Context: an optimization exercise on an open-source flow, tuned for a short achievable clock period and few clock cycles. The choices shown serve that exercise and are no tape-out recipe.
Function was checked by simulation only, so behaviour that the tests miss may differ from the original.
The clock input has no modelled driver; a real chip could not lean on it and would need a root buffer or a full tree.
Power and IR drop assume default switching activity.

==> inputs of onyx <==
==> flow/design.v (excerpt) <==
module gbn_sender (
    input  wire         clk,
    input  wire         rst,
    input  wire         start,
    output wire         src_next,
    input  wire         src_rsp,
    input  wire         src_exh,
    input  wire         src_last,
    input  wire [7:0]   src_len,
    input  wire [239:0] src_data,
    output wire         src_seek,
    output wire [11:0]  src_seek_idx,
    output wire         tx_valid,
    output wire [263:0] tx_frame,
    input  wire         tx_ready,
    input  wire         tx_err,
    output wire         rx_req,
    input  wire         rx_rsp,
    input  wire         rx_err,
    input  wire         rx_timeout,
    input  wire         rx_short,
    input  wire [23:0]  rx_hdr,
    output wire         ev_valid,
    output wire         ev_kind,
    output wire [2:0]   ev_seq,
    output wire         done,
    output wire         fault,
    output wire [3:0]   cause
);
Settings: LEC_CHECK=0, CAP_MARGIN=20, CORE_MARGIN=2, CORE_UTILIZATION=30, PLACE_DENSITY=0.5, SLEW_MARGIN=20, SYNTH_HIERARCHICAL=1, SETUP_SLACK_MARGIN=8, PRE_CTS_TCL=/design/flow/flow/pre_cts.tcl, MT_LEAF=15, MT_ROOTS=4; clock period 10.0 ns.
standard.sh (not shown) runs the stock make flow with config.mk's settings and CLKGATE_MAP_FILE= SYNTH_SCRIPT=/design/flow/synth_recipe.tcl, a recipe that flattens the netlist after the stock synthesis.
==> flow/flow/run.sh <==
#!/bin/bash
# The standard layout (standard.sh, with the standard synthesis unchanged)
# with these changes to how the layout is optimised:
#  - repair_timing aims for a larger setup margin, so it keeps improving the
#    design below the 10 ns clock period;
#  - the clkdlybuf4s* delay cells are not used as buffers (buffer_ports and
#    the resizer otherwise pick them for the port buffers);
#  - the clock tree is built by flow/pre_cts.tcl: the clock port drives
#    MT_ROOTS root buffers, each root buffer a group of leaf buffers, each
#    leaf buffer a cluster of about MT_LEAF register clock pins.
# The clock, its period and the I/O constraints (constraint.sdc) are the standard flow's.
set -euo pipefail
here=$(pwd)
cat >> config.mk <<EOC
export SETUP_SLACK_MARGIN = 8
export DONT_USE_CELLS += sky130_fd_sc_hd__clkdlybuf4s15_1 sky130_fd_sc_hd__clkdlybuf4s15_2 sky130_fd_sc_hd__clkdlybuf4s18_1 sky130_fd_sc_hd__clkdlybuf4s18_2 sky130_fd_sc_hd__clkdlybuf4s25_1 sky130_fd_sc_hd__clkdlybuf4s25_2 sky130_fd_sc_hd__clkdlybuf4s50_1 sky130_fd_sc_hd__clkdlybuf4s50_2
export PRE_CTS_TCL = $here/flow/pre_cts.tcl
export MT_LEAF = 15
export MT_ROOTS = 4
EOC
bash standard.sh > standard.log 2>&1
Other scripts of this flow, unchanged in this note and not shown: flow/flow/mytree.tcl, flow/flow/pre_cts.tcl
==> pepper: changes against onyx <==
--- a/flow/design.v
+++ b/flow/design.v
@@ -45,21 +45,23 @@
     reg          last_l;
     reg  [11:0]  seek_idx;
     reg          ev_kind_r;
     reg  [2:0]   rx_n;           
     reg  [7:0]   rx_oh;          
     reg  [263:0] fb;
-    assign src_next     = st_src;
-    assign src_seek     = st_seek;
+    reg          o_src, o_tx, o_seek, o_rx, o_ev;
+    reg  [2:0]   o_seq;
+    assign src_next     = o_src;
+    assign src_seek     = o_seek;
     assign src_seek_idx = seek_idx;
-    assign tx_valid     = st_tx;
+    assign tx_valid     = o_tx;
     assign tx_frame     = fb;
-    assign rx_req       = st_rx;
-    assign ev_valid     = st_ev;
+    assign rx_req       = o_rx;
+    assign ev_valid     = o_ev;
     assign ev_kind      = ev_kind_r;
-    assign ev_seq       = rx_n;
+    assign ev_seq       = o_seq;
     assign done         = st_done;
     assign fault        = st_fault;
     assign cause        = cause_r;
     wire         s_exh, s_zero, s_big, r_err, r_short, r_ill;
     wire        out_zero  = (outstanding == 3'd0);
     wire        out_full  = (outstanding == 3'd7);
@@ -146,13 +148,14 @@
                 base_oth  = next_seq;
                 acked_oth = sent_count;
             end
         end
     end
     wire         n_idle, n_src, n_tx, n_seek, n_rx, n_ev, n_done;
-    wire [2:0]   n_out, n_nseq, n_rs_idx, n_rx_n;
+    wire [2:0]   n_out, n_nseq, n_rs_idx, n_rx_n, n_o_seq;
+    wire         n_o_src, n_o_tx, n_o_seek, n_o_rx, n_o_ev;
     wire [11:0]  n_sent;
     wire         n_src_done, n_dn, n_send_eot, n_resend, n_last;
     wire [7:0]   n_rx_oh;
     wire [239:0] n_payload;
     wire [4:0]   n_len;
     gbn_sender_next u_next (
@@ -183,12 +186,14 @@
         .sent_push(sent_count + 12'd1), .sent_oth(sent_oth),
         .src_done(src_done), .do_nothing(do_nothing), .send_eot(send_eot), .resend(resend),
         .rs_idx(rs_idx), .rs_idx_p1(rs_idx + 3'd1),
         .rx_n(rx_n), .rx_oh(rx_oh),
         .src_data(src_data),
         .fb_payload(fb[263:24]), .fb_len(fb[20:16]),
+        .n_o_src(n_o_src), .n_o_tx(n_o_tx), .n_o_seek(n_o_seek), .n_o_rx(n_o_rx),
+        .n_o_ev(n_o_ev), .o_seq(o_seq), .n_o_seq(n_o_seq),
         .n_idle(n_idle), .n_src(n_src), .n_tx(n_tx), .n_seek(n_seek), .n_rx(n_rx),
         .n_ev(n_ev), .n_done(n_done),
         .n_out(n_out), .n_nseq(n_nseq), .n_sent(n_sent),
         .n_src_done(n_src_done), .n_dn(n_dn), .n_send_eot(n_send_eot), .n_resend(n_resend),
         .n_rs_idx(n_rs_idx), .n_last(n_last), .n_rx_n(n_rx_n), .n_rx_oh(n_rx_oh),
         .n_payload(n_payload), .n_len(n_len));
@@ -205,12 +210,18 @@
         else
             f_code = F_UNDERFLOW;    
     end
     always @(posedge clk) begin
         st_idle     <= n_idle;
         st_src      <= n_src;
+        o_src       <= n_o_src;
+        o_tx        <= n_o_tx;
+        o_seek      <= n_o_seek;
+        o_rx        <= n_o_rx;
+        o_ev        <= n_o_ev;
+        o_seq       <= n_o_seq;
         st_tx       <= n_tx;
         st_seek     <= n_seek;
         st_rx       <= n_rx;
         st_ev       <= n_ev;
         st_done     <= n_done;
         st_fault    <= ~rst & (st_fault | limbo);
@@ -310,12 +321,15 @@
     input  wire [2:0]   rs_idx, rs_idx_p1,
     input  wire [2:0]   rx_n,
     input  wire [7:0]   rx_oh,
     input  wire [239:0] src_data,
     input  wire [239:0] fb_payload,
     input  wire [4:0]   fb_len,
+    input  wire [2:0]   o_seq,
+    output wire         n_o_src, n_o_tx, n_o_seek, n_o_rx, n_o_ev,
+    output wire [2:0]   n_o_seq,
     output wire         n_idle, n_src, n_tx, n_seek, n_rx, n_ev, n_done,
     output wire [2:0]   n_out, n_nseq,
     output wire [11:0]  n_sent,
     output wire         n_src_done, n_dn, n_send_eot, n_resend,
     output wire [2:0]   n_rs_idx,
     output wire         n_last,
@@ -373,12 +387,17 @@
     assign n_tx   = ~rst & ((p_chk_tx & s_chunk) | (p_tx & t_wait) | (p_to_tx & r_to));
     assign n_seek = ~rst & ((p_exh_seek & s_exh) | (p_txok_seek & t_ok) | (p_to_seek & r_to) |
                             (p_kx2_seek & r_kx2) | p_ev_seek);
     assign n_rx   = ~rst & ((p_exh_rx & s_exh) | (p_txok_rx & t_ok) | p_seek_rx |
                             (p_rx & r_wait) | (p_kx0_rx & r_kx0) | (p_k0_rx & r_k0) | p_ev_rx);
     assign n_ev   = ~rst & ((p_k0_ev & r_k0) | (p_k2_ev & r_k2));
+    assign n_o_src  = n_src;
+    assign n_o_tx   = n_tx;
+    assign n_o_seek = n_seek;
+    assign n_o_rx   = n_rx;
+    assign n_o_ev   = n_ev;
     assign n_done = ~rst & (st_done | p_ev_done);
     wire push = p_push & ~t_wait;
     assign n_out      = push ? out_push  : out_oth;
     assign n_nseq     = push ? nseq_push : nseq_oth;
     assign n_sent     = push ? sent_push : sent_oth;
     assign n_src_done = (p_exh_done & s_exh) | (push & last_l) | (src_done & ~do_sync);
@@ -386,12 +405,13 @@
     assign n_send_eot = (p_to0_eot & r_to) | (send_eot & ~do_sync);
     assign n_resend   = (p_toN & r_to) | (resend & ~(p_rs_end & t_ok));
     assign n_rs_idx = p_rs_step ? (t_wait ? rs_idx : rs_idx_p1) :
                       p_rs_hold ? rs_idx : 3'd0;
     assign n_last    = p_src ? src_last : last_l;
     assign n_rx_n    = p_rx ? rx_seq : rx_n;
+    assign n_o_seq   = p_rx ? rx_seq : o_seq;
     assign n_rx_oh   = p_rx ? seq_oh : rx_oh;
     genvar h;
     generate
         for (h = 0; h < 30; h = h + 1) begin : pl
             assign n_payload[8*h +: 8] = ({8{p_src & keep[h]}} & src_data[8*h +: 8]) |
                                          ({8{p_tx}} & fb_payload[8*h +: 8]);
==> flow/flow/run.sh (replaced) <==
#!/bin/bash
# The standard layout (standard.sh, with the standard synthesis unchanged)
# with these changes to how the layout is optimised:
#  - repair_timing aims for a larger setup margin, so it keeps improving the
#    design below the 10 ns clock period;
#  - the clkdlybuf4s* delay cells are not used as buffers (buffer_ports and
#    the resizer otherwise pick them for the port buffers);
#  - the clock tree is built by flow/pre_cts.tcl: the clock port drives
#    MT_ROOTS root buffers, each root buffer a group of leaf buffers, each
#    leaf buffer a cluster of about MT_LEAF register clock pins;
#  - flow/pre_io.tcl, run before the pins are placed, keeps each payload
#    bit's input pin (src_data) and output pin (tx_frame) side by side.
# The clock, its period and the I/O constraints (constraint.sdc) are the standard flow's.
set -euo pipefail
here=$(pwd)
cat >> config.mk <<EOC
export SETUP_SLACK_MARGIN = 8
export DONT_USE_CELLS += sky130_fd_sc_hd__clkdlybuf4s15_1 sky130_fd_sc_hd__clkdlybuf4s15_2 sky130_fd_sc_hd__clkdlybuf4s18_1 sky130_fd_sc_hd__clkdlybuf4s18_2 sky130_fd_sc_hd__clkdlybuf4s25_1 sky130_fd_sc_hd__clkdlybuf4s25_2 sky130_fd_sc_hd__clkdlybuf4s50_1 sky130_fd_sc_hd__clkdlybuf4s50_2
export PRE_CTS_TCL = $here/flow/pre_cts.tcl
export PRE_IO_PLACEMENT_TCL = $here/flow/pre_io.tcl
export MT_LEAF = 15
export MT_ROOTS = 4
EOC
bash standard.sh > standard.log 2>&1
==> flow/flow/pre_io.tcl (new file) <==
# Keep each payload byte's input and output pins together: src_data bit i
# and tx_frame bit 24+i side by side, so that the register between them
# (the frame buffer) sits next to both.
for {set b 0} {$b < 30} {incr b} {
  set names {}
  for {set i 0} {$i < 8} {incr i} {
    lappend names "src_data\[[expr {8*$b + $i}]\]" "tx_frame\[[expr {8*$b + 24 + $i}]\]"
  }
  set_io_pin_constraint -group -order -pin_names $names
}
--- a/flow/config.mk
+++ b/flow/config.mk
@@ -11,8 +11,9 @@
 export PLACE_DENSITY = 0.5
 export SLEW_MARGIN = 20
 export SYNTH_HIERARCHICAL = 1
 export SETUP_SLACK_MARGIN = 8
 export DONT_USE_CELLS += sky130_fd_sc_hd__clkdlybuf4s15_1 sky130_fd_sc_hd__clkdlybuf4s15_2 sky130_fd_sc_hd__clkdlybuf4s18_1 sky130_fd_sc_hd__clkdlybuf4s18_2 sky130_fd_sc_hd__clkdlybuf4s25_1 sky130_fd_sc_hd__clkdlybuf4s25_2 sky130_fd_sc_hd__clkdlybuf4s50_1 sky130_fd_sc_hd__clkdlybuf4s50_2
 export PRE_CTS_TCL = /design/flow/flow/pre_cts.tcl
+export PRE_IO_PLACEMENT_TCL = /design/flow/flow/pre_io.tcl
 export MT_LEAF = 15
 export MT_ROOTS = 4
==> willow: changes against onyx <==
--- a/flow/design.v
+++ b/flow/design.v
@@ -57,13 +57,27 @@
     assign ev_valid     = st_ev;
     assign ev_kind      = ev_kind_r;
     assign ev_seq       = rx_n;
     assign done         = st_done;
     assign fault        = st_fault;
     assign cause        = cause_r;
-    wire         s_exh, s_zero, s_big, r_err, r_short, r_ill;
+    wire         s_wait, s_exh, s_chunk, s_zero, s_big;
+    wire         t_wait, t_ok, t_err;
+    wire         r_wait, r_err, r_to, r_short, r_ill, r_k0, r_k2, r_kx0, r_kx2;
+    wire [239:0] payload;
+    wire [7:0]   seq_oh;
+    gbn_sender_dec u_dec (
+        .src_rsp(src_rsp), .src_exh(src_exh), .src_len(src_len), .src_data(src_data),
+        .tx_ready(tx_ready), .tx_err(tx_err),
+        .rx_rsp(rx_rsp), .rx_err(rx_err), .rx_timeout(rx_timeout), .rx_short(rx_short),
+        .rx_hdr(rx_hdr),
+        .s_wait(s_wait), .s_exh(s_exh), .s_chunk(s_chunk), .s_zero(s_zero), .s_big(s_big),
+        .t_wait(t_wait), .t_ok(t_ok), .t_err(t_err),
+        .r_wait(r_wait), .r_err(r_err), .r_to(r_to), .r_short(r_short), .r_ill(r_ill),
+        .r_k0(r_k0), .r_k2(r_k2), .r_kx0(r_kx0), .r_kx2(r_kx2),
+        .payload(payload), .seq_oh(seq_oh));
     wire        out_zero  = (outstanding == 3'd0);
     wire        out_full  = (outstanding == 3'd7);
     wire        sent_max  = &sent_count;
     wire        acked_z   = (acked_count == 12'd0);
     wire [11:0] acked_m1  = acked_count - 12'd1;
     wire        src_done1 = src_done | last_l;
@@ -152,20 +166,18 @@
     wire [2:0]   n_out, n_nseq, n_rs_idx, n_rx_n;
     wire [11:0]  n_sent;
     wire         n_src_done, n_dn, n_send_eot, n_resend, n_last;
     wire [7:0]   n_rx_oh;
     wire [239:0] n_payload;
     wire [4:0]   n_len;
-    gbn_sender_next u_next (
+    gbn_sender_mix u_mix (
         .rst(rst), .start(start),
-        .src_rsp(src_rsp), .src_exh(src_exh), .src_len(src_len),
-        .tx_ready(tx_ready), .tx_err(tx_err),
-        .rx_rsp(rx_rsp), .rx_err(rx_err), .rx_timeout(rx_timeout), .rx_short(rx_short),
-        .rx_hdr(rx_hdr),
-        .s_exh(s_exh), .s_zero(s_zero), .s_big(s_big),
-        .r_err(r_err), .r_short(r_short), .r_ill(r_ill),
+        .s_wait(s_wait), .s_exh(s_exh), .s_chunk(s_chunk), .s_zero(s_zero), .s_big(s_big),
+        .t_wait(t_wait), .t_ok(t_ok), .t_err(t_err),
+        .r_wait(r_wait), .r_err(r_err), .r_to(r_to), .r_short(r_short), .r_ill(r_ill),
+        .r_k0(r_k0), .r_k2(r_k2), .r_kx0(r_kx0), .r_kx2(r_kx2),
         .p_idle(st_idle), .p_src(st_src),
         .p_exh_seek(p_exh_seek), .p_exh_rx(p_exh_rx), .p_exh_fault(p_exh_fault),
         .p_exh_done(p_exh_done), .p_chk_tx(p_chk_tx), .p_chk_fault(p_chk_fault),
         .p_tx(st_tx), .p_txok_src(p_txok_src), .p_txok_seek(p_txok_seek),
         .p_txok_rx(p_txok_rx), .p_push(p_push), .p_rs_end(p_rs_end),
         .p_rs_step(p_rs_step), .p_rs_hold(p_rs_hold),
@@ -180,14 +192,14 @@
         .last_l(last_l), .src_last(src_last),
         .out_push(outstanding + 3'd1), .out_oth(out_oth),
         .nseq_push(next_seq + 3'd1), .nseq_oth(nseq_oth),
         .sent_push(sent_count + 12'd1), .sent_oth(sent_oth),
         .src_done(src_done), .do_nothing(do_nothing), .send_eot(send_eot), .resend(resend),
         .rs_idx(rs_idx), .rs_idx_p1(rs_idx + 3'd1),
-        .rx_n(rx_n), .rx_oh(rx_oh),
-        .src_data(src_data),
+        .rx_seq(rx_hdr[10:8]), .seq_oh(seq_oh), .rx_n(rx_n), .rx_oh(rx_oh),
+        .payload(payload), .src_len5(src_len[4:0]),
         .fb_payload(fb[263:24]), .fb_len(fb[20:16]),
         .n_idle(n_idle), .n_src(n_src), .n_tx(n_tx), .n_seek(n_seek), .n_rx(n_rx),
         .n_ev(n_ev), .n_done(n_done),
         .n_out(n_out), .n_nseq(n_nseq), .n_sent(n_sent),
         .n_src_done(n_src_done), .n_dn(n_dn), .n_send_eot(n_send_eot), .n_resend(n_resend),
         .n_rs_idx(n_rs_idx), .n_last(n_last), .n_rx_n(n_rx_n), .n_rx_oh(n_rx_oh),
@@ -277,63 +289,32 @@
     always @(posedge clk) begin
         sk_src  <= st_src | (st_tx & ~(m_old & rs_last)) | (st_rx & ~send_eot);
         sk_sync <= st_ev | (st_rx & send_eot);
         m_old   <= st_seek | (m_old & (st_src | st_tx));
     end
 endmodule
-module gbn_sender_next (
-    input  wire         rst, start,
+module gbn_sender_dec (
     input  wire         src_rsp,
     input  wire         src_exh,
     input  wire [7:0]   src_len,
+    input  wire [239:0] src_data,
     input  wire         tx_ready,
     input  wire         tx_err,
     input  wire         rx_rsp,
     input  wire         rx_err,
     input  wire         rx_timeout,
     input  wire         rx_short,
     input  wire [23:0]  rx_hdr,
-    output wire         s_exh, s_zero, s_big, r_err, r_short, r_ill,
-    input  wire         p_idle, p_src,
-    input  wire         p_exh_seek, p_exh_rx, p_exh_fault, p_exh_done, p_chk_tx, p_chk_fault,
-    input  wire         p_tx, p_txok_src, p_txok_seek, p_txok_rx, p_push, p_rs_end,
-    input  wire         p_rs_step, p_rs_hold,
-    input  wire         p_seek_src, p_seek_rx, do_sync,
-    input  wire         p_rx, p_to_src, p_to_tx, p_to_seek, p_to0, p_to0_eot, p_toN,
-    input  wire         p_k0_ev, p_k0_rx, p_kx0_src, p_kx0_rx, p_k2_ev, p_kx2_seek, p_kx2_fault,
-    input  wire         p_ev_src, p_ev_rx, p_ev_fault, p_ev_seek, p_ev_done,
-    input  wire         st_done, st_fault,
-    input  wire [3:0]   cause_r,
-    input  wire         last_l, src_last,
-    input  wire [2:0]   out_push, out_oth, nseq_push, nseq_oth,
-    input  wire [11:0]  sent_push, sent_oth,
-    input  wire         src_done, do_nothing, send_eot, resend,
-    input  wire [2:0]   rs_idx, rs_idx_p1,
-    input  wire [2:0]   rx_n,
-    input  wire [7:0]   rx_oh,
-    input  wire [239:0] src_data,
-    input  wire [239:0] fb_payload,
-    input  wire [4:0]   fb_len,
-    output wire         n_idle, n_src, n_tx, n_seek, n_rx, n_ev, n_done,
-    output wire [2:0]   n_out, n_nseq,
-    output wire [11:0]  n_sent,
-    output wire         n_src_done, n_dn, n_send_eot, n_resend,
-    output wire [2:0]   n_rs_idx,
-    output wire         n_last,
-    output wire [2:0]   n_rx_n,
-    output wire [7:0]   n_rx_oh,
-    output wire [239:0] n_payload,
-    output wire [4:0]   n_len
+    output wire         s_wait, s_exh, s_chunk, s_zero, s_big,
+    output wire         t_wait, t_ok, t_err,
+    output wire         r_wait, r_err, r_to, r_short, r_ill, r_k0, r_k2, r_kx0, r_kx2,
+    output reg  [239:0] payload,
+    output wire [7:0]   seq_oh
 );
     wire len_zero = (src_len == 8'd0);
     wire len_big  = (|src_len[7:5]) | (&src_len[4:0]);
-    wire s_wait, s_chunk, t_wait, t_ok, t_err, r_wait, r_to, r_k0, r_k2, r_kx0, r_kx2;
-    reg  [29:0] keep;
-    wire [7:0]  seq_oh;
-    wire [2:0]  rx_seq = rx_hdr[10:8];
-    wire [4:0]  src_len5 = src_len[4:0];
     assign s_wait  = ~src_rsp;
     assign s_exh   = src_rsp & src_exh;
     assign s_zero  = src_rsp & ~src_exh & len_zero;
     assign s_big   = src_rsp & ~src_exh & len_big;
     assign s_chunk = src_rsp & ~src_exh & ~len_zero & ~len_big;
     assign t_wait  = ~tx_ready;
@@ -362,40 +343,74 @@
             assign l_gt[g] = (ll > g);
         end
     endgenerate
     integer b;
     always @(*) begin
         for (b = 0; b < 30; b = b + 1)
-            keep[b] = h_gt[b / 8] | (h_eq[b / 8] & l_gt[b % 8]);
+            payload[8*b +: 8] = (h_gt[b / 8] | (h_eq[b / 8] & l_gt[b % 8])) ? src_data[8*b +: 8] : 8'h00;
     end
+endmodule
+module gbn_sender_mix (
+    input  wire         rst, start,
+    input  wire         s_wait, s_exh, s_chunk, s_zero, s_big,
+    input  wire         t_wait, t_ok, t_err,
+    input  wire         r_wait, r_err, r_to, r_short, r_ill, r_k0, r_k2, r_kx0, r_kx2,
+    input  wire         p_idle, p_src,
+    input  wire         p_exh_seek, p_exh_rx, p_exh_fault, p_exh_done, p_chk_tx, p_chk_fault,
+    input  wire         p_tx, p_txok_src, p_txok_seek, p_txok_rx, p_push, p_rs_end,
+    input  wire         p_rs_step, p_rs_hold,
+    input  wire         p_seek_src, p_seek_rx, do_sync,
+    input  wire         p_rx, p_to_src, p_to_tx, p_to_seek, p_to0, p_to0_eot, p_toN,
+    input  wire         p_k0_ev, p_k0_rx, p_kx0_src, p_kx0_rx, p_k2_ev, p_kx2_seek, p_kx2_fault,
+    input  wire         p_ev_src, p_ev_rx, p_ev_fault, p_ev_seek, p_ev_done,
+    input  wire         st_done, st_fault,
+    input  wire [3:0]   cause_r,
+    input  wire         last_l, src_last,
+    input  wire [2:0]   out_push, out_oth, nseq_push, nseq_oth,
+    input  wire [11:0]  sent_push, sent_oth,
+    input  wire         src_done, do_nothing, send_eot, resend,
+    input  wire [2:0]   rs_idx, rs_idx_p1,
+    input  wire [2:0]   rx_seq,
+    input  wire [7:0]   seq_oh,
+    input  wire [2:0]   rx_n,
+    input  wire [7:0]   rx_oh,
+    input  wire [239:0] payload,
+    input  wire [4:0]   src_len5,
+    input  wire [239:0] fb_payload,
+    input  wire [4:0]   fb_len,
+    output wire         n_idle, n_src, n_tx, n_seek, n_rx, n_ev, n_done,
+    output wire [2:0]   n_out, n_nseq,
+    output wire [11:0]  n_sent,
+    output wire         n_src_done, n_dn, n_send_eot, n_resend,
+    output wire [2:0]   n_rs_idx,
+    output wire         n_last,
+    output wire [2:0]   n_rx_n,
+    output wire [7:0]   n_rx_oh,
+    output wire [239:0] n_payload,
+    output wire [4:0]   n_len
+);
     assign n_idle = rst | (p_idle & ~start);
     assign n_src  = ~rst & ((p_idle & start) | (p_src & s_wait) | (p_txok_src & t_ok) |
                             p_seek_src | (p_to_src & r_to) | (p_kx0_src & r_kx0) | p_ev_src);
     assign n_tx   = ~rst & ((p_chk_tx & s_chunk) | (p_tx & t_wait) | (p_to_tx & r_to));
     assign n_seek = ~rst & ((p_exh_seek & s_exh) | (p_txok_seek & t_ok) | (p_to_seek & r_to) |
                             (p_kx2_seek & r_kx2) | p_ev_seek);
     assign n_rx   = ~rst & ((p_exh_rx & s_exh) | (p_txok_rx & t_ok) | p_seek_rx |
                             (p_rx & r_wait) | (p_kx0_rx & r_kx0) | (p_k0_rx & r_k0) | p_ev_rx);
     assign n_ev   = ~rst & ((p_k0_ev & r_k0) | (p_k2_ev & r_k2));
     assign n_done = ~rst & (st_done | p_ev_done);
-    wire push = p_push & ~t_wait;
+    wire push = p_push & t_ok;
     assign n_out      = push ? out_push  : out_oth;
     assign n_nseq     = push ? nseq_push : nseq_oth;
     assign n_sent     = push ? sent_push : sent_oth;
     assign n_src_done = (p_exh_done & s_exh) | (push & last_l) | (src_done & ~do_sync);
     assign n_dn       = do_sync | (do_nothing & ~(p_to0 & r_to));
     assign n_send_eot = (p_to0_eot & r_to) | (send_eot & ~do_sync);
     assign n_resend   = (p_toN & r_to) | (resend & ~(p_rs_end & t_ok));
     assign n_rs_idx = p_rs_step ? (t_wait ? rs_idx : rs_idx_p1) :
                       p_rs_hold ? rs_idx : 3'd0;
     assign n_last    = p_src ? src_last : last_l;
     assign n_rx_n    = p_rx ? rx_seq : rx_n;
     assign n_rx_oh   = p_rx ? seq_oh : rx_oh;
-    genvar h;
-    generate
-        for (h = 0; h < 30; h = h + 1) begin : pl
-            assign n_payload[8*h +: 8] = ({8{p_src & keep[h]}} & src_data[8*h +: 8]) |
-                                         ({8{p_tx}} & fb_payload[8*h +: 8]);
-        end
-    endgenerate
+    assign n_payload = ({240{p_src}} & payload) | ({240{p_tx}} & fb_payload);
     assign n_len     = ({5{p_src}} & src_len5) | ({5{p_tx}} & fb_len);
 endmodule
==> flow_summary.toml <==
[finish]
diodes = 6
regArea_sq_mm = 0.00750
multi_input_area_share_pct = 37.9

[timing]
worst_pin_slew_ns = 0.933

[floorplanning]
core_region_area_sq_mm = 0.0537

[status]
status = "timing/DRC/antenna clean"

[cts]
post_cts_resize_count = 1088

[pwr]
power.total_mw = 3.04
power_frac_seq_pct = 49.2
power_sequential_mw = 1.50

[min_path]
worstHoldPathCells = 2

[critical_path]
slowest_stage = "or3_4"
crit_type = "input pin to flop"
endpoint = "fb[89]$_DFF_P_"

[grt]
grtUsageMet1_pct = 27.4
Source of the figures above: willow

==> flow_summary.toml <==
[grt]
grtUsageMet1_pct = 27.9

[critical_path]
crit_type = "flop to output port"
arrival_ns = 0.85
endpoint = "tx_valid"
slowest_stage = "dfxtp_4"

[timing]
finClkSkew_ns = 0.0237
worst_pin_slew_ns = 1.01

[floorplanning]
core_region_area_sq_mm = 0.0476

[detailed_routing]
drt-met1-wl_mm = 24.6

[finish]
syn_to_final_growth_pct = 65.3
diodes = 7
multi_input_area_share_pct = 33.6
regArea_sq_mm = 0.00752
largest_register_ffs = 250

[pwr]
pwr-share-comb_pct = 15.9
power.total_mw = 2.96
power_sequential_mw = 1.50
power_frac_seq_pct = 50.8

[placed_design]
place.gp.congestion = 0.835

[status]
status = "timing/DRC/antenna clean"
Source of the figures above: onyx

==> flow_summary.toml <==
[critical_path]
slowest_stage = "or4_4"
crit_type = "input pin to flop"

[pwr]
power.total_mw = 2.99
power_sequential_mw = 1.55
power_frac_seq_pct = 51.9

[status]
status = "timing/DRC/antenna clean"

[timing]
worst_pin_slew_ns = 0.961

[finish]
diodes = 3
multi_input_area_share_pct = 34.4

[cts]
post_cts_resize_count = 937

[floorplanning]
core_region_area_sq_mm = 0.0479
Source of the figures above: pepper

Testbench counts of onyx, summed over its fixed seeds: cycles 23,696.
Testbench counts of pepper, summed over its fixed seeds: cycles 23,696.
Testbench counts of willow, summed over its fixed seeds: cycles 23,696.
No run of this note takes its clock network from TritonCTS; it comes from the design's own scripts or RTL.

[re-timing with driven ports]
No port has a modelled driver above. Below, the same layouts with a new extraction and two added sets of constraints.
Step 1 sets driving cells, clkbuf_16 on the clock port and buf_2 on the other inputs (assumed; they add their load-dependent delay and slew).
Step 2, shift: input delay + t, output delay - t, t = (earliest + latest rising clock arrival at the registers) / 2. This alone moves slack from input paths to output paths.
Three values: ideal ports, drivers, drivers and shift; two values: the first two.
run	t, ns	setup WS [ns]	hold slack, ns	clock arrival spread, ns	slew at the worst register clock pin (ns)
onyx	0.452	7.152 / 7.030 / 6.828	0.485 / 0.485 / 0.485	0.031 / 0.030	0.08 / 0.08
pepper	0.458	7.041 / 7.070 / 6.681	0.463 / 0.463 / 0.463	0.038 / 0.038	0.08 / 0.08
willow	0.458	6.999 / 6.975 / 6.517	0.474 / 0.474 / 0.474	0.026 / 0.026	0.08 / 0.08
After both steps every run listed still meets setup and hold. The setup slack of willow, which loses most, moves by -0.024 ns with the drivers and by -0.482 ns with both steps.
